Context: an optimization exercise on an open-source flow, tuned for small area, a short achievable clock period and few clock cycles per item. The choices shown serve that exercise and are no tape-out recipe. Only simulation tests tie the RTL to the original design; equivalence was not proved.

Design hme_refine, start of the top module:
module hme_refine (
    input  wire         clk,
    input  wire         rst,
    input  wire         start,
    input  wire         level,           
    input  wire [4:0]   grid_rows_m1,    
    input  wire [4:0]   grid_cols_m1,    
    output reg          busy,
    output reg          done,
    output reg          seed_req,
    output reg  [4:0]   seed_mb_row,
    output reg  [4:0]   seed_mb_col,
    input  wire [6:0]   seed_dy,
    input  wire [6:0]   seed_dx,
    output wire         ref_req,
    output reg  [10:0]  ref_y,
    output reg  [10:0]  ref_x,
    input  wire [127:0] ref_row,
    output wire         tgt_req,
    output reg  [10:0]  tgt_y,
    output wire [10:0]  tgt_x,
    input  wire [127:0] tgt_row,
    output reg          res_valid,
    output wire [4:0]   res_mb_row,
    output wire [4:0]   res_mb_col,
    output wire [7:0]   res_dy,
    output wire [7:0]   res_dx,
    output wire [19:0]  res_cost
);
export LEC_CHECK = 0
export CAP_MARGIN = 20
export CORE_MARGIN = 2
export CORE_UTILIZATION = 25
export PLACE_DENSITY = 0.5
export SLEW_MARGIN = 20
create_clock -name core_clock -period 24.0 [get_ports {clk}]
standard.sh (not shown) runs the stock make flow with config.mk's settings and CLKGATE_MAP_FILE= SYNTH_SCRIPT=/design/flow/synth_recipe.tcl, a recipe that flattens the netlist after the stock synthesis.
==> flow/flow/run.sh <==
#!/bin/bash
# The standard layout, with plain buf_1 cells as the port buffers and larger
# clock-tree sink clusters without dummy loads.
set -euo pipefail
bash standard.sh "BUFFER_PORTS_ARGS=-buffer_cell sky130_fd_sc_hd__buf_1" \
  "CTS_ARGS=-sink_clustering_enable -repair_clock_nets -dont_use_dummy_load -sink_clustering_size 24 -sink_clustering_max_diameter 120" \
  finish > make_finish.log 2>&1
Testbench counts at the start, summed over its fixed seeds: cycles 162,841, mbs 337.
Next try:
--- a/flow/design.v
+++ b/flow/design.v
@@ -90,22 +90,25 @@
         for (n = 9; n >= 1; n = n - 1) begin
             if (nb_ok[n] && n > cand) begin
                 ncand = n[3:0];
                 nhas  = 1'b1;
             end
         end
     end
     wire [1:0] na = (ncand <= 4'd3) ? 2'd0 : (ncand <= 4'd6) ? 2'd1 : 2'd2;
     wire [1:0] nb = (ncand == 4'd1 || ncand == 4'd4 || ncand == 4'd7) ? 2'd0 :
                     (ncand == 4'd2 || ncand == 4'd5 || ncand == 4'd8) ? 2'd1 : 2'd2;
-    wire [10:0] n_oy = (na == 2'd0) ? ty - s_size : (na == 2'd1) ? ty : ty + s_size;
-    wire [10:0] n_ox = (nb == 2'd0) ? tx - s_size : (nb == 2'd1) ? tx : tx + s_size;
+    wire        ld_seed = (state == S_LOAD);
+    wire [7:0]  o_vy = ld_seed ? uy : (na == 2'd0) ? s_vec : (na == 2'd1) ? 8'd0 : 8'd0 - s_vec;
+    wire [7:0]  o_vx = ld_seed ? ux : (nb == 2'd0) ? s_vec : (nb == 2'd1) ? 8'd0 : 8'd0 - s_vec;
+    wire [10:0] o_y  = ty - {{3{o_vy[7]}}, o_vy};
+    wire [10:0] o_x  = tx - {{3{o_vx[7]}}, o_vx};
     wire kill;
     reg  g_cid;
     wire ab = kill & (g_cid == cid);
     wire cand_end = blk_last | ab;
     wire [6:0] rx_back = ref_x[10:4] - (lvl1 ? 7'd1 : 7'd3);
     reg        d1_v, d1_first, d1_last, d1_fin, d1_cid;
     reg        d1_seed;
     reg        d2_v, d2_first, d2_last, d2_fin, d2_cid;
     reg        d2_seed;
     reg [8:0]  ad [0:15];        
@@ -476,47 +479,47 @@
             mb_r  <= 5'd0;
             mb_c  <= 5'd0;
             seed_mb_row <= 5'd0;
             seed_mb_col <= 5'd0;
         end
         if (state == S_SW2 || (state == S_RUN && cand_end && !nhas && !last_mb)) begin
             uy <= {seed_dy, 1'b0};
             ux <= {seed_dx, 1'b0};
         end
         if (state == S_LOAD) begin
-            ref_y  <= ty - {{3{uy[7]}}, uy};
-            ref_x  <= tx - {{3{ux[7]}}, ux};
+            ref_y  <= o_y;
+            ref_x  <= o_x;
             tgt_y  <= ty;
             tgt_xh <= tx[10:4];
             cand   <= 4'd0;
             p_cand <= cand;
             cid    <= ~cid;
             first  <= 1'b1;
         end else if (state == S_RUN) begin
             first <= 1'b0;
             if (!nhas) begin
                 seed_mb_row <= nx_r;
                 seed_mb_col <= nx_c;
             end
             if (!cand_end) begin
                 if (seg_last) begin
                     ref_x  <= {rx_back, ref_x[3:0]};
                     ref_y  <= ref_y + 11'd1;
-                    tgt_y  <= tgt_y + 11'd1;
+                    tgt_y  <= {tgt_y[10:6], tgt_y[5:0] + 6'd1};
                     tgt_xh <= tx[10:4];
                 end else begin
                     ref_x  <= ref_x + 11'd16;
-                    tgt_xh <= tgt_xh + 7'd1;
+                    tgt_xh <= {tgt_xh[6:2], tgt_xh[1:0] + 2'd1};
                 end
             end else if (nhas) begin
-                ref_y  <= n_oy;
-                ref_x  <= n_ox;
+                ref_y  <= o_y;
+                ref_x  <= o_x;
                 tgt_y  <= ty;
                 tgt_xh <= tx[10:4];
                 cand   <= ncand;
                 p_cand <= cand;
                 cid    <= ~cid;
                 first  <= 1'b1;
             end else if (!last_mb) begin
                 mb_r <= nx_r;
                 mb_c <= nx_c;
             end
=> Design area went down by 1.9%. Core utilization is about the same. Clock skew fell by 0.0069 ns. Critical path depth stays the same. Via count shrinks by 3.0%. Fmax goes down by 1.3%. Routed wire length decreases by 1.9%. Flip-flop and latch count is unchanged.
Testbench counts after the change, summed over its fixed seeds: cycles 162,841, mbs 337.

[port drivers added, routing unchanged]
In the flow no input, the clock included, has a driving cell. The finished layouts below were timed again as built, in two steps. Step 1 (the two cells are an assumption about what drives the block):
set clk [get_ports {clk}]
set_driving_cell -lib_cell sky130_fd_sc_hd__clkbuf_16 $clk
set_driving_cell -lib_cell sky130_fd_sc_hd__buf_2 [delete_from_list [all_inputs] $clk]
Step 2 adds t to the input delays and takes it off the output delays; t is the mean of the earliest and latest rising clock arrival at the registers after step 1. Input paths then give back, and output paths get back, about the clock's delay inside the block. Slacks: no drivers / after step 1 / after step 2; pairs: no drivers / after step 1.
run	t, ns	slack for setup (ns)	hold WS [ns]	worst setup path at the end	slew at the worst register clock pin (ns)
the first run	0.595	17.859 / 17.872 / 17.297	0.336 / 0.336 / 0.336	input to register	0.10 / 0.10
the second run	0.601	17.777 / 17.811 / 17.209	0.334 / 0.334 / 0.334	input to register	0.11 / 0.11
After both steps every run listed still meets setup and hold. The setup slack of the second run, which loses most, moves by +0.034 ns with the drivers and by -0.568 ns with both steps.
